From an optimization exercise on the open Yosys and OpenROAD flow, aimed at small area, a short achievable clock period and few clock cycles per item; shortcuts taken in it are not production practice.
Only simulation tests tie the RTL to the original design; equivalence was not proved.

==> wip/lagoon <==
Design hrd_spim_engine, start of the top module:
module hrd_spim_engine (
    input  wire        clk,
    input  wire        rst,
    input  wire        cmd_valid,
    output wire        cmd_ready,
    input  wire [1:0]  cmd_op,
    input  wire [63:0] cmd_word,
    input  wire [7:0]  cmd_chip,
    input  wire [15:0] cmd_cols,
    input  wire        cmd_drop,
    output wire        rsp_valid,
    input  wire        rsp_ready,
    output wire [45:0] rsp_time,
    output wire [15:0] rsp_col,
    output wire [9:0]  rsp_x,
    output wire        rsp_bin,
    output wire        rsp_oor,
    output wire        rsp_badchip,
    output wire        rsp_wrap,
    output wire        rsp_zero
);
    localparam [46:0] R_TU = 47'd53687091200000;
    localparam integer S4 = 1;                  
    localparam integer NL = 8;                  
    localparam integer SL = 9 - S4 - 2 * (NL - 4);   
    function [2:0] qsel;
        input [7:0] e;
        input [2:0] kd;
        reg signed [7:0] m2, m1, m0, mm1;
        reg ge2, ge1, ge0, gem1;
        begin
            m1 = kd[2] ? 8'sd6 : 8'sd4;
            m0 = kd[2] ? -8'sd7 : -8'sd5;
            case (kd)
                3'd0: begin m2 = 8'sd12; mm1 = -8'sd13; end
                3'd1: begin m2 = 8'sd14; mm1 = -8'sd15; end
                3'd2: begin m2 = 8'sd15; mm1 = -8'sd16; end
                3'd3: begin m2 = 8'sd16; mm1 = -8'sd18; end
                3'd4: begin m2 = 8'sd18; mm1 = -8'sd20; end
  ...
export LEC_CHECK = 0
export CAP_MARGIN = 20
export CORE_MARGIN = 2
export CORE_UTILIZATION = 40
export SLEW_MARGIN = 20
create_clock -name core_clock -period 22.0 [get_ports {clk}]
standard.sh (not shown) runs the stock make flow with config.mk's settings and CLKGATE_MAP_FILE= SYNTH_SCRIPT=/design/flow/synth_recipe.tcl, a recipe that flattens the netlist after the stock synthesis.
==> flow/flow/run.sh <==
#!/bin/bash
# The standard layout (standard.sh: the standard flow's own synthesis, floorplan, placement, CTS, routing),
# with ORFS's repair_timing asked for a larger setup margin so that it works on the paths that
# set the achieved clock period. Each tool's output goes to the ORFS logs; make's own output
# goes to flow_make.log here.
set -euo pipefail
bash standard.sh SETUP_SLACK_MARGIN=16 finish > flow_make.log 2>&1
==> inputs of wip/cedar, as changes to wip/lagoon <==
--- a/flow/design.v
+++ b/flow/design.v
@@ -77,30 +77,42 @@
         reg [2:0]  q;
         begin
             a = {rs[47:0], lqs[17:16]};
             b = {rc[47:0], lqc[17:16]};
             q = qsel(a[49:42] + b[49:42], kd);
             srt_step = srt_apply(a, b, lqs[15:0], lqc[15:0], q, nd);
         end
     endfunction
-    function [135:0] srt_first;
-        input [49:0] rs, rc;
-        input [17:0] lqs, lqc;
-        input [45:0] nd;
-        input [2:0]  kd;
-        reg [49:0] a, b;
-        reg [7:0]  e;
-        reg        q1;
+    function q1_sel;
+        input [4:0] dt, ct;
+        input [3:0] nt;       
+        reg   [8:0] t;
+        reg   [9:0] pr;
         begin
-            a = {rs[47:0], lqs[17:16]};
-            b = {rc[47:0], lqc[17:16]};
-            e = a[49:42] + b[49:42];
-            q1 = $signed(e) >= (kd[2] ? 8'sd6 : 8'sd4);
-            srt_first = srt_apply(a, b, lqs[15:0], lqc[15:0], {1'b0, 1'b0, q1}, nd);
+            case (nt)
+                4'd0: t = 9'd182;
+                4'd1: t = 9'd192;
+                4'd2: t = 9'd203;
+                4'd3: t = 9'd214;
+                4'd4: t = 9'd224;
+                4'd5: t = 9'd235;
+                4'd6: t = 9'd246;
+                4'd7: t = 9'd256;
+                4'd8: t = 9'd267;
+                4'd9: t = 9'd278;
+                4'd10: t = 9'd288;
+                4'd11: t = 9'd299;
+                4'd12: t = 9'd310;
+                4'd13: t = 9'd320;
+                4'd14: t = 9'd331;
+                4'd15: t = 9'd342;
+            endcase
+            pr = dt * ct;
+            q1_sel = pr >= {1'b0, t};
         end
     endfunction
     function [135:0] srt_step2;
         input [49:0] rs, rc;
         input [17:0] lqs, lqc;
         input [45:0] nd;
         input [2:0]  kd;
         reg [49:0] a, b, a2, b2, mv;
@@ -169,58 +181,54 @@
     wire adv = adv_q;
     wire fen = fen_q;
     assign cmd_ready = fen_q;
     integer k, j;
     reg        v0;
     reg [1:0]  op0;
     reg [33:0] u0;       
     reg [3:0]  fine0;    
+    reg        ovf0;     
     reg [7:0]  x00;      
     reg        bad0;
     reg [1:0]  ch0;
     reg [15:0] cols0;
     reg        drop0;
     wire       cmd_ev = (cmd_op == 2'd2);
     always @(posedge clk) begin
         if (rst) v0 <= 1'b0;
         else if (fen) v0 <= cmd_valid;
         if (fen) begin
             op0   <= cmd_op;
             u0    <= cmd_ev ? {cmd_word[15:0], cmd_word[43:30], ~cmd_word[19:16]} : {cmd_word[41:9], 1'b0};
             fine0 <= cmd_ev ? 4'd0 : cmd_word[8:5];
+            ovf0  <= ~cmd_ev & (&cmd_word[41:9]) & (cmd_word[8:5] >= 4'd13);
             x00   <= {cmd_word[59:53], cmd_word[46]};
             bad0  <= |cmd_chip[7:2];
             ch0   <= cmd_chip[1:0];
             cols0 <= cmd_cols;
             drop0 <= cmd_drop;
         end
     end
     wire [33:0] u      = u0;
     wire [3:0]  fine   = fine0;
-    wire [46:0] t0 = {13'd0, u};
+    wire [46:0] t0 = {ovf0 ? 13'd5067 : 13'd0, u};
     wire [46:0] t1 = {11'd0, u, 2'd0};
     wire [46:0] t2 = {9'd0, u, 4'd0};
     wire [46:0] t3 = {8'd0, u, 5'd0};
     wire [46:0] t4 = {3'd0, u, 10'd0};
     wire [46:0] t5 = {2'd0, u[33:0], 11'd0};
-    wire [46:0] t6 = {34'd0, fine, 9'd0};
-    wire [46:0] t7 = {40'd0, fine, 3'd0};
+    wire [46:0] tf = {34'd0, fine, 2'd0, fine, 3'd0};
     wire [46:0] a1s = t0 ^ t1 ^ t2, a1c = ((t0 & t1) | (t0 & t2) | (t1 & t2)) << 1;
     wire [46:0] b1s = t3 ^ t4 ^ t5, b1c = ((t3 & t4) | (t3 & t5) | (t4 & t5)) << 1;
     wire [46:0] a2s = a1s ^ a1c ^ b1s, a2c = ((a1s & a1c) | (a1s & b1s) | (a1c & b1s)) << 1;
-    wire [46:0] b2s = b1c ^ t6 ^ t7,   b2c = ((b1c & t6) | (b1c & t7) | (t6 & t7)) << 1;
-    wire [46:0] a3s = a2s ^ a2c ^ b2s, a3c = ((a2s & a2c) | (a2s & b2s) | (a2c & b2s)) << 1;
-    wire [46:0] a4s = a3s ^ a3c ^ b2c, a4c = ((a3s & a3c) | (a3s & b2c) | (a3c & b2c)) << 1;
-    wire [34:0] slo = {1'b0, a4s[33:0]} + {1'b0, a4c[33:0]};
-    wire [12:0] sh0 = a4s[46:34] + a4c[46:34];
-    wire [12:0] sh1 = a4s[46:34] + a4c[46:34] + 13'd1;
-    wire [11:0] ph0 = (sh0 >= 13'd3125) ? sh0[11:0] - 12'd3125 : sh0[11:0];
-    wire [11:0] ph1 = (sh1 >= 13'd3125) ? sh1[11:0] - 12'd3125 : sh1[11:0];
-    wire [45:0] p   = {slo[34] ? ph1 : ph0, slo[33:0]};
+    wire [46:0] a3s = a2s ^ a2c ^ b1c, a3c = ((a2s & a2c) | (a2s & b1c) | (a2c & b1c)) << 1;
+    wire [46:0] a4s = a3s ^ a3c ^ tf,  a4c = ((a3s & a3c) | (a3s & tf) | (a3c & tf)) << 1;
+    wire [46:0] s   = a4s + a4c;
+    wire [45:0] p   = s[45:0];
     wire [7:0]  x0  = x00;
     reg  [9:0]  xv;
     always @(*) begin
         case (ch0)
             2'd0:    xv = 10'd255  - {2'b00, x0};
             2'd1:    xv = 10'd1020 - {2'b00, x0};
             2'd2:    xv = 10'd765  - {2'b00, x0};
             default: xv = 10'd510  - {2'b00, x0};
@@ -235,41 +243,41 @@
     reg        drop1;
     always @(posedge clk) begin
         if (rst) v1 <= 1'b0;
         else if (fen) v1 <= v0;
         if (fen) begin
             op1 <= op0; val1 <= p; x1 <= xv; bad1 <= bad0; cols1 <= cols0; drop1 <= drop0;
         end
     end
-    reg [45:0] E, REF, IV;
+    reg [45:0] E, REF;
     reg        WRAP, IVZ;
     reg [5:0]  SH;           
     reg        cur;          
     reg [45:0] NB0, NB1;
     wire        ln1   = (op1 == 2'd1);
     wire        st1   = (op1 == 2'd0);
     wire        ev1   = (op1 == 2'd2);
     wire [45:0] bsel  = ln1 ? E : REF;
     wire [46:0] diff  = {1'b0, val1} - {1'b0, bsel};
+    wire [46:0] diffr = {1'b0, val1} - {1'b0, bsel} + R_TU;
     wire        negd  = diff[46];
     wire        addr  = negd & (ln1 | WRAP);
-    wire [45:0] res   = {diff[45:34] + (addr ? 12'd3125 : 12'd0), diff[33:0]};
+    wire [45:0] res   = addr ? diffr[45:0] : diff[45:0];
     wire        zero1 = (val1 == E);
     wire        low1  = negd & ~WRAP;
     always @(posedge clk) begin
         if (rst) begin
             E <= 46'd0; REF <= 46'd0; WRAP <= 1'b0; IVZ <= 1'b1;
         end else if (fen & v1) begin
             if (st1) E <= val1;
             if (ln1) begin
                 E <= val1; REF <= E; WRAP <= negd; IVZ <= zero1;
             end
         end
-        if (fen & v1 & ln1) IV <= res;
     end
     reg        v2, ln2, ev2, bad2, low2, drop2, wr2, zr2;
     reg [45:0] tm2, dd2;
     reg [9:0]  x2;
     reg [15:0] cols2;
     always @(posedge clk) begin
         if (rst) v2 <= 1'b0;
         else if (fen) v2 <= v1;
@@ -283,17 +291,18 @@
     always @(*) begin
         lz = 6'd46;
         for (k = 0; k < 46; k = k + 1)
             if (dd2[k]) lz = 6'd45 - k[5:0];
     end
     wire [45:0] ncur   = cur ? NB1 : NB0;
     wire [5:0]  shamt  = ln2 ? lz : SH;
     wire [45:0] shd    = dd2 << shamt;
-    wire        high2  = ~low2 & (dd2 >= IV);
+    wire [45:0] topm   = ~({46{1'b1}} >> SH);
+    wire        high2  = ~low2 & ((|(dd2 & topm)) | (shd >= ncur));
     wire [45:0] dn     = low2 ? 46'd0 : (high2 ? ncur : shd);
     wire        div2   = ev2 & ~bad2 & ~IVZ;
     wire        bin2   = div2 & (~(low2 | high2) | ~drop2);
     wire        oor2   = ev2 & ~bad2 & (IVZ | low2 | high2);
     always @(posedge clk) begin
         if (rst) begin
             cur <= 1'b0;
         end else if (fen & v2 & ln2) begin
@@ -309,16 +318,17 @@
     reg [9:0]  xx   [3:NL];
     reg        fb   [3:NL];
     reg        fo   [3:NL];
     reg        fc   [3:NL];
     reg        fh   [3:NL];
     reg        dv   [3:NL];
     reg        tg   [3:NL];
     reg [2:0]  kk   [3:NL];
+    reg        n41_3;        
     reg [49:0] rs   [3:NL];    
     reg [49:0] rc   [3:NL];
     reg [17:0] lqs  [3:NL];    
     reg [17:0] lqc  [3:NL];
     reg [61:0] pp [0:15];
     reg [61:0] ys, yc;
     reg [123:0] tmp;
     reg [61:0] l1 [0:10];
@@ -361,17 +371,18 @@
     reg [45:0]  nsel;
     always @(*) begin
         nrs[4] = {6'd0, ys[61:18]};
         nrc[4] = {6'd0, yc[61:18]};
         nls[4] = ys[17:0];
         nlc[4] = yc[17:0];
         nsel = tg[3] ? NB1 : NB0;
         for (j = 0; j < S4; j = j + 1) begin
-            st = srt_first(nrs[4], nrc[4], nls[4], nlc[4], nsel, kk[3]);
+            st = srt_apply({nrs[4][47:0], nls[4][17:16]}, {nrc[4][47:0], nlc[4][17:16]}, nls[4][15:0], nlc[4][15:0],
+                           {2'b00, q1_sel(rs[3][45:41], lqs[3][15:11], {kk[3], n41_3})}, nsel);
             {nrs[4], nrc[4], nls[4], nlc[4]} = {st[135:86], st[85:36], st[35:18], st[17:0]};
         end
         for (k = 5; k <= NL + 1; k = k + 1) begin
             nrs[k] = rs[k-1]; nrc[k] = rc[k-1]; nls[k] = lqs[k-1]; nlc[k] = lqc[k-1];
             nsel = tg[k-1] ? NB1 : NB0;
             if (k <= NL) begin
                 st = srt_step2(nrs[k], nrc[k], nls[k], nlc[k], nsel, kk[k-1]);
                 {nrs[k], nrc[k], nls[k], nlc[k]} = {st[135:86], st[85:36], st[35:18], st[17:0]};
@@ -382,28 +393,28 @@
         for (k = 3; k <= NL; k = k + 1)
             if (rst) v[k] <= 1'b0;
         if (!rst && adv) begin
             v[3] <= v2 & fen;
             for (k = 4; k <= NL; k = k + 1) v[k] <= v[k-1];
         end
         if (adv) begin
             tm[3] <= tm2; xx[3] <= x2; fb[3] <= ln2 ? wr2 : bin2; fo[3] <= ln2 ? zr2 : oor2; fc[3] <= ev2 & bad2;
-            fh[3] <= high2; dv[3] <= div2; tg[3] <= cur; kk[3] <= ncur[44:42];
+            fh[3] <= high2; dv[3] <= div2; tg[3] <= cur; kk[3] <= ncur[44:42]; n41_3 <= ncur[41];
             rs[3] <= {4'd0, dn}; rc[3] <= 50'd0; lqs[3] <= {2'd0, cols2}; lqc[3] <= 18'd0;
             for (k = 4; k <= NL; k = k + 1) begin
                 tm[k] <= tm[k-1]; xx[k] <= xx[k-1]; fb[k] <= fb[k-1]; fo[k] <= fo[k-1]; fc[k] <= fc[k-1];
                 fh[k] <= fh[k-1]; dv[k] <= dv[k-1]; tg[k] <= tg[k-1]; kk[k] <= kk[k-1];
                 rs[k] <= nrs[k]; rc[k] <= nrc[k]; lqs[k] <= nls[k]; lqc[k] <= nlc[k];
             end
         end
     end
     wire        rneg = nrs[NL+1][49] ^ nrc[NL+1][49] ^ carry49(nrs[NL+1][48:0], nrc[NL+1][48:0]);
     wire [15:0] dq0  = nls[NL+1][15:0] - nlc[NL+1][15:0];
-    wire [15:0] dq1  = nls[NL+1][15:0] + ~nlc[NL+1][15:0];
+    wire [15:0] dq1  = dq0 - 16'd1;
     wire [15:0] colf = (rneg | fh[NL]) ? dq1 : dq0;
     wire [74:0] F = {tm[NL], colf, xx[NL], fb[NL], fo[NL], fc[NL]};
     reg  [74:0] H, S;
     reg         hv, sv;
     wire        pop  = hv & rsp_ready;
     wire        push = adv & v[NL];
     always @(posedge clk) begin
         if (rst) begin
==> flow/flow/run.sh (replaced) <==
#!/bin/bash
# The standard layout (standard.sh: the standard flow's own synthesis, floorplan, placement, CTS, routing)
# with two changes for timing: ORFS's repair_timing is asked for a larger setup margin, so that
# it works on the paths that set the achieved clock period, and the port buffers that
# buffer_ports inserts on every input and output are buf_4 cells. Each tool's output goes to
# the ORFS logs under orfs/logs; make's own output goes to flow_make.log here.
set -euo pipefail
bash standard.sh SETUP_SLACK_MARGIN=16 "BUFFER_PORTS_ARGS=-buffer_cell sky130_fd_sc_hd__buf_4" finish > flow_make.log 2>&1
==> flow/config.mk (replaced) <==
export PLATFORM = sky130hd
export DESIGN_NAME = hrd_spim_engine
export DESIGN_NICKNAME = hrd_spim_engine
export VERILOG_FILES = /design/flow/design.v
export SDC_FILE = /design/flow/constraint.sdc
export NUM_CORES = 4
export LEC_CHECK = 0
export CAP_MARGIN = 20
export CORE_MARGIN = 2
export CORE_UTILIZATION = 40
export CTS_CLUSTER_DIAMETER = 100
export CTS_CLUSTER_SIZE = 24
export SLEW_MARGIN = 20
==> inputs of wip/maple, as changes to wip/lagoon <==
--- a/flow/design.v
+++ b/flow/design.v
@@ -77,30 +77,42 @@
         reg [2:0]  q;
         begin
             a = {rs[47:0], lqs[17:16]};
             b = {rc[47:0], lqc[17:16]};
             q = qsel(a[49:42] + b[49:42], kd);
             srt_step = srt_apply(a, b, lqs[15:0], lqc[15:0], q, nd);
         end
     endfunction
-    function [135:0] srt_first;
-        input [49:0] rs, rc;
-        input [17:0] lqs, lqc;
-        input [45:0] nd;
-        input [2:0]  kd;
-        reg [49:0] a, b;
-        reg [7:0]  e;
-        reg        q1;
+    function q1_sel;
+        input [4:0] dt, ct;
+        input [3:0] nt;       
+        reg   [8:0] t;
+        reg   [9:0] pr;
         begin
-            a = {rs[47:0], lqs[17:16]};
-            b = {rc[47:0], lqc[17:16]};
-            e = a[49:42] + b[49:42];
-            q1 = $signed(e) >= (kd[2] ? 8'sd6 : 8'sd4);
-            srt_first = srt_apply(a, b, lqs[15:0], lqc[15:0], {1'b0, 1'b0, q1}, nd);
+            case (nt)
+                4'd0: t = 9'd182;
+                4'd1: t = 9'd192;
+                4'd2: t = 9'd203;
+                4'd3: t = 9'd214;
+                4'd4: t = 9'd224;
+                4'd5: t = 9'd235;
+                4'd6: t = 9'd246;
+                4'd7: t = 9'd256;
+                4'd8: t = 9'd267;
+                4'd9: t = 9'd278;
+                4'd10: t = 9'd288;
+                4'd11: t = 9'd299;
+                4'd12: t = 9'd310;
+                4'd13: t = 9'd320;
+                4'd14: t = 9'd331;
+                4'd15: t = 9'd342;
+            endcase
+            pr = dt * ct;
+            q1_sel = pr >= {1'b0, t};
         end
     endfunction
     function [135:0] srt_step2;
         input [49:0] rs, rc;
         input [17:0] lqs, lqc;
         input [45:0] nd;
         input [2:0]  kd;
         reg [49:0] a, b, a2, b2, mv;
@@ -169,58 +181,54 @@
     wire adv = adv_q;
     wire fen = fen_q;
     assign cmd_ready = fen_q;
     integer k, j;
     reg        v0;
     reg [1:0]  op0;
     reg [33:0] u0;       
     reg [3:0]  fine0;    
+    reg        ovf0;     
     reg [7:0]  x00;      
     reg        bad0;
     reg [1:0]  ch0;
     reg [15:0] cols0;
     reg        drop0;
     wire       cmd_ev = (cmd_op == 2'd2);
     always @(posedge clk) begin
         if (rst) v0 <= 1'b0;
         else if (fen) v0 <= cmd_valid;
         if (fen) begin
             op0   <= cmd_op;
             u0    <= cmd_ev ? {cmd_word[15:0], cmd_word[43:30], ~cmd_word[19:16]} : {cmd_word[41:9], 1'b0};
             fine0 <= cmd_ev ? 4'd0 : cmd_word[8:5];
+            ovf0  <= ~cmd_ev & (&cmd_word[41:9]) & (cmd_word[8:5] >= 4'd13);
             x00   <= {cmd_word[59:53], cmd_word[46]};
             bad0  <= |cmd_chip[7:2];
             ch0   <= cmd_chip[1:0];
             cols0 <= cmd_cols;
             drop0 <= cmd_drop;
         end
     end
     wire [33:0] u      = u0;
     wire [3:0]  fine   = fine0;
-    wire [46:0] t0 = {13'd0, u};
+    wire [46:0] t0 = {ovf0 ? 13'd5067 : 13'd0, u};
     wire [46:0] t1 = {11'd0, u, 2'd0};
     wire [46:0] t2 = {9'd0, u, 4'd0};
     wire [46:0] t3 = {8'd0, u, 5'd0};
     wire [46:0] t4 = {3'd0, u, 10'd0};
     wire [46:0] t5 = {2'd0, u[33:0], 11'd0};
-    wire [46:0] t6 = {34'd0, fine, 9'd0};
-    wire [46:0] t7 = {40'd0, fine, 3'd0};
+    wire [46:0] tf = {34'd0, fine, 2'd0, fine, 3'd0};
     wire [46:0] a1s = t0 ^ t1 ^ t2, a1c = ((t0 & t1) | (t0 & t2) | (t1 & t2)) << 1;
     wire [46:0] b1s = t3 ^ t4 ^ t5, b1c = ((t3 & t4) | (t3 & t5) | (t4 & t5)) << 1;
     wire [46:0] a2s = a1s ^ a1c ^ b1s, a2c = ((a1s & a1c) | (a1s & b1s) | (a1c & b1s)) << 1;
-    wire [46:0] b2s = b1c ^ t6 ^ t7,   b2c = ((b1c & t6) | (b1c & t7) | (t6 & t7)) << 1;
-    wire [46:0] a3s = a2s ^ a2c ^ b2s, a3c = ((a2s & a2c) | (a2s & b2s) | (a2c & b2s)) << 1;
-    wire [46:0] a4s = a3s ^ a3c ^ b2c, a4c = ((a3s & a3c) | (a3s & b2c) | (a3c & b2c)) << 1;
-    wire [34:0] slo = {1'b0, a4s[33:0]} + {1'b0, a4c[33:0]};
-    wire [12:0] sh0 = a4s[46:34] + a4c[46:34];
-    wire [12:0] sh1 = a4s[46:34] + a4c[46:34] + 13'd1;
-    wire [11:0] ph0 = (sh0 >= 13'd3125) ? sh0[11:0] - 12'd3125 : sh0[11:0];
-    wire [11:0] ph1 = (sh1 >= 13'd3125) ? sh1[11:0] - 12'd3125 : sh1[11:0];
-    wire [45:0] p   = {slo[34] ? ph1 : ph0, slo[33:0]};
+    wire [46:0] a3s = a2s ^ a2c ^ b1c, a3c = ((a2s & a2c) | (a2s & b1c) | (a2c & b1c)) << 1;
+    wire [46:0] a4s = a3s ^ a3c ^ tf,  a4c = ((a3s & a3c) | (a3s & tf) | (a3c & tf)) << 1;
+    wire [46:0] s   = a4s + a4c;
+    wire [45:0] p   = s[45:0];
     wire [7:0]  x0  = x00;
     reg  [9:0]  xv;
     always @(*) begin
         case (ch0)
             2'd0:    xv = 10'd255  - {2'b00, x0};
             2'd1:    xv = 10'd1020 - {2'b00, x0};
             2'd2:    xv = 10'd765  - {2'b00, x0};
             default: xv = 10'd510  - {2'b00, x0};
@@ -245,19 +253,20 @@
     reg [5:0]  SH;           
     reg        cur;          
     reg [45:0] NB0, NB1;
     wire        ln1   = (op1 == 2'd1);
     wire        st1   = (op1 == 2'd0);
     wire        ev1   = (op1 == 2'd2);
     wire [45:0] bsel  = ln1 ? E : REF;
     wire [46:0] diff  = {1'b0, val1} - {1'b0, bsel};
+    wire [46:0] diffr = {1'b0, val1} - {1'b0, bsel} + R_TU;
     wire        negd  = diff[46];
     wire        addr  = negd & (ln1 | WRAP);
-    wire [45:0] res   = {diff[45:34] + (addr ? 12'd3125 : 12'd0), diff[33:0]};
+    wire [45:0] res   = addr ? diffr[45:0] : diff[45:0];
     wire        zero1 = (val1 == E);
     wire        low1  = negd & ~WRAP;
     always @(posedge clk) begin
         if (rst) begin
             E <= 46'd0; REF <= 46'd0; WRAP <= 1'b0; IVZ <= 1'b1;
         end else if (fen & v1) begin
             if (st1) E <= val1;
             if (ln1) begin
@@ -309,16 +318,17 @@
     reg [9:0]  xx   [3:NL];
     reg        fb   [3:NL];
     reg        fo   [3:NL];
     reg        fc   [3:NL];
     reg        fh   [3:NL];
     reg        dv   [3:NL];
     reg        tg   [3:NL];
     reg [2:0]  kk   [3:NL];
+    reg        n41_3;        
     reg [49:0] rs   [3:NL];    
     reg [49:0] rc   [3:NL];
     reg [17:0] lqs  [3:NL];    
     reg [17:0] lqc  [3:NL];
     reg [61:0] pp [0:15];
     reg [61:0] ys, yc;
     reg [123:0] tmp;
     reg [61:0] l1 [0:10];
@@ -361,17 +371,18 @@
     reg [45:0]  nsel;
     always @(*) begin
         nrs[4] = {6'd0, ys[61:18]};
         nrc[4] = {6'd0, yc[61:18]};
         nls[4] = ys[17:0];
         nlc[4] = yc[17:0];
         nsel = tg[3] ? NB1 : NB0;
         for (j = 0; j < S4; j = j + 1) begin
-            st = srt_first(nrs[4], nrc[4], nls[4], nlc[4], nsel, kk[3]);
+            st = srt_apply({nrs[4][47:0], nls[4][17:16]}, {nrc[4][47:0], nlc[4][17:16]}, nls[4][15:0], nlc[4][15:0],
+                           {2'b00, q1_sel(rs[3][45:41], lqs[3][15:11], {kk[3], n41_3})}, nsel);
             {nrs[4], nrc[4], nls[4], nlc[4]} = {st[135:86], st[85:36], st[35:18], st[17:0]};
         end
         for (k = 5; k <= NL + 1; k = k + 1) begin
             nrs[k] = rs[k-1]; nrc[k] = rc[k-1]; nls[k] = lqs[k-1]; nlc[k] = lqc[k-1];
             nsel = tg[k-1] ? NB1 : NB0;
             if (k <= NL) begin
                 st = srt_step2(nrs[k], nrc[k], nls[k], nlc[k], nsel, kk[k-1]);
                 {nrs[k], nrc[k], nls[k], nlc[k]} = {st[135:86], st[85:36], st[35:18], st[17:0]};
@@ -382,28 +393,28 @@
         for (k = 3; k <= NL; k = k + 1)
             if (rst) v[k] <= 1'b0;
         if (!rst && adv) begin
             v[3] <= v2 & fen;
             for (k = 4; k <= NL; k = k + 1) v[k] <= v[k-1];
         end
         if (adv) begin
             tm[3] <= tm2; xx[3] <= x2; fb[3] <= ln2 ? wr2 : bin2; fo[3] <= ln2 ? zr2 : oor2; fc[3] <= ev2 & bad2;
-            fh[3] <= high2; dv[3] <= div2; tg[3] <= cur; kk[3] <= ncur[44:42];
+            fh[3] <= high2; dv[3] <= div2; tg[3] <= cur; kk[3] <= ncur[44:42]; n41_3 <= ncur[41];
             rs[3] <= {4'd0, dn}; rc[3] <= 50'd0; lqs[3] <= {2'd0, cols2}; lqc[3] <= 18'd0;
             for (k = 4; k <= NL; k = k + 1) begin
                 tm[k] <= tm[k-1]; xx[k] <= xx[k-1]; fb[k] <= fb[k-1]; fo[k] <= fo[k-1]; fc[k] <= fc[k-1];
                 fh[k] <= fh[k-1]; dv[k] <= dv[k-1]; tg[k] <= tg[k-1]; kk[k] <= kk[k-1];
                 rs[k] <= nrs[k]; rc[k] <= nrc[k]; lqs[k] <= nls[k]; lqc[k] <= nlc[k];
             end
         end
     end
     wire        rneg = nrs[NL+1][49] ^ nrc[NL+1][49] ^ carry49(nrs[NL+1][48:0], nrc[NL+1][48:0]);
     wire [15:0] dq0  = nls[NL+1][15:0] - nlc[NL+1][15:0];
-    wire [15:0] dq1  = nls[NL+1][15:0] + ~nlc[NL+1][15:0];
+    wire [15:0] dq1  = dq0 - 16'd1;
     wire [15:0] colf = (rneg | fh[NL]) ? dq1 : dq0;
     wire [74:0] F = {tm[NL], colf, xx[NL], fb[NL], fo[NL], fc[NL]};
     reg  [74:0] H, S;
     reg         hv, sv;
     wire        pop  = hv & rsp_ready;
     wire        push = adv & v[NL];
     always @(posedge clk) begin
         if (rst) begin
==> flow/flow/run.sh (replaced) <==
#!/bin/bash
# The standard layout (standard.sh: the standard flow's own synthesis, floorplan, placement, CTS, routing)
# with two changes for timing: ORFS's repair_timing is asked for a larger setup margin, so that
# it works on the paths that set the achieved clock period, and the port buffers that
# buffer_ports inserts on every input and output are buf_4 cells. Each tool's output goes to
# the ORFS logs under orfs/logs; make's own output goes to flow_make.log here.
set -euo pipefail
bash standard.sh SETUP_SLACK_MARGIN=16 "BUFFER_PORTS_ARGS=-buffer_cell sky130_fd_sc_hd__buf_4" finish > flow_make.log 2>&1
==> flow/config.mk (replaced) <==
export PLATFORM = sky130hd
export DESIGN_NAME = hrd_spim_engine
export DESIGN_NICKNAME = hrd_spim_engine
export VERILOG_FILES = /design/flow/design.v
export SDC_FILE = /design/flow/constraint.sdc
export NUM_CORES = 4
export LEC_CHECK = 0
export CAP_MARGIN = 20
export CORE_MARGIN = 2
export CORE_UTILIZATION = 40
export CTS_CLUSTER_DIAMETER = 100
export CTS_CLUSTER_SIZE = 24
export SLEW_MARGIN = 20
==> flow_summary.yaml <==
global_routing:
  met1_usage_pct: 29.2
hold_path:
  min_to: "tm[6][7]"
sta:
  timing.fmax_ghz: 0.144
  setup_slack_ns: 15.07
  tightest_slew_ns: 1.25
run_status:
  status: "complete, no violations"
worst_setup_path:
  crit_path_end_kind: "register"
  criticalPathCategory: "register to register"
layout:
  final_util_pct: 45.4
  nClkBuffers: 128
die:
  core_area_um2: 321000
the above is filed under wip/cedar

==> flow_summary.yaml <==
run_status:
  status: "complete, no violations"
hold_path:
  min_to: "kk[4][1]"
sta:
  tightest_slew_ns: 1.17
  timing.fmax_ghz: 0.163
worst_setup_path:
  criticalPathCategory: "register to register"
layout:
  nClkBuffers: 249
the above is filed under wip/lagoon

==> flow_summary.yaml <==
hold_path:
  min_to: "tm[6][3]"
  hold_depth: 0
layout:
  final_util_pct: 44.1
worst_setup_path:
  criticalPathCategory: "register to output port"
  critPathMaxStageDelay_ns: 0.63
run_status:
  status: "complete, no violations"
die:
  core_area_um2: 324000
sta:
  timing.fmax_ghz: 0.163
the above is filed under wip/maple

Testbench counts of wip/lagoon, summed over its fixed seeds: cycles 9,680, events 9,381.
Testbench counts of wip/cedar, summed over its fixed seeds: cycles 9,680, events 9,381.
Testbench counts of wip/maple, summed over its fixed seeds: cycles 9,680, events 9,381.

-- afterwards: timing with drivers on the ports --
Ports are ideal in the flow. The routed layouts listed here were re-timed in OpenROAD. Step 1: set_driving_cell puts a clkbuf_16 on clk and a buf_2 on each other input, an assumption about the parent block. Step 2 adds t to the input delays and takes it off the output delays; t is the mean of the earliest and latest rising clock arrival at the registers after step 1. Input paths then give back, and output paths get back, about the clock's delay inside the block. a / b / c = ideal ports / drivers / drivers and shift; a / b = the first two.
run	t, ns	slack for setup (ns)	clock arrival spread, ns
wip/lagoon	0.956	15.851 / 15.851 / 15.270	0.070 / 0.070
wip/cedar	0.928	15.068 / 15.068 / 15.068	0.084 / 0.084
wip/maple	0.964	15.855 / 15.759 / 15.901	0.109 / 0.109
After both steps every run listed still meets setup and hold. For wip/lagoon, which loses most, drivers alone change the setup slack by 0.000 ns; drivers and shift together by -0.581 ns.
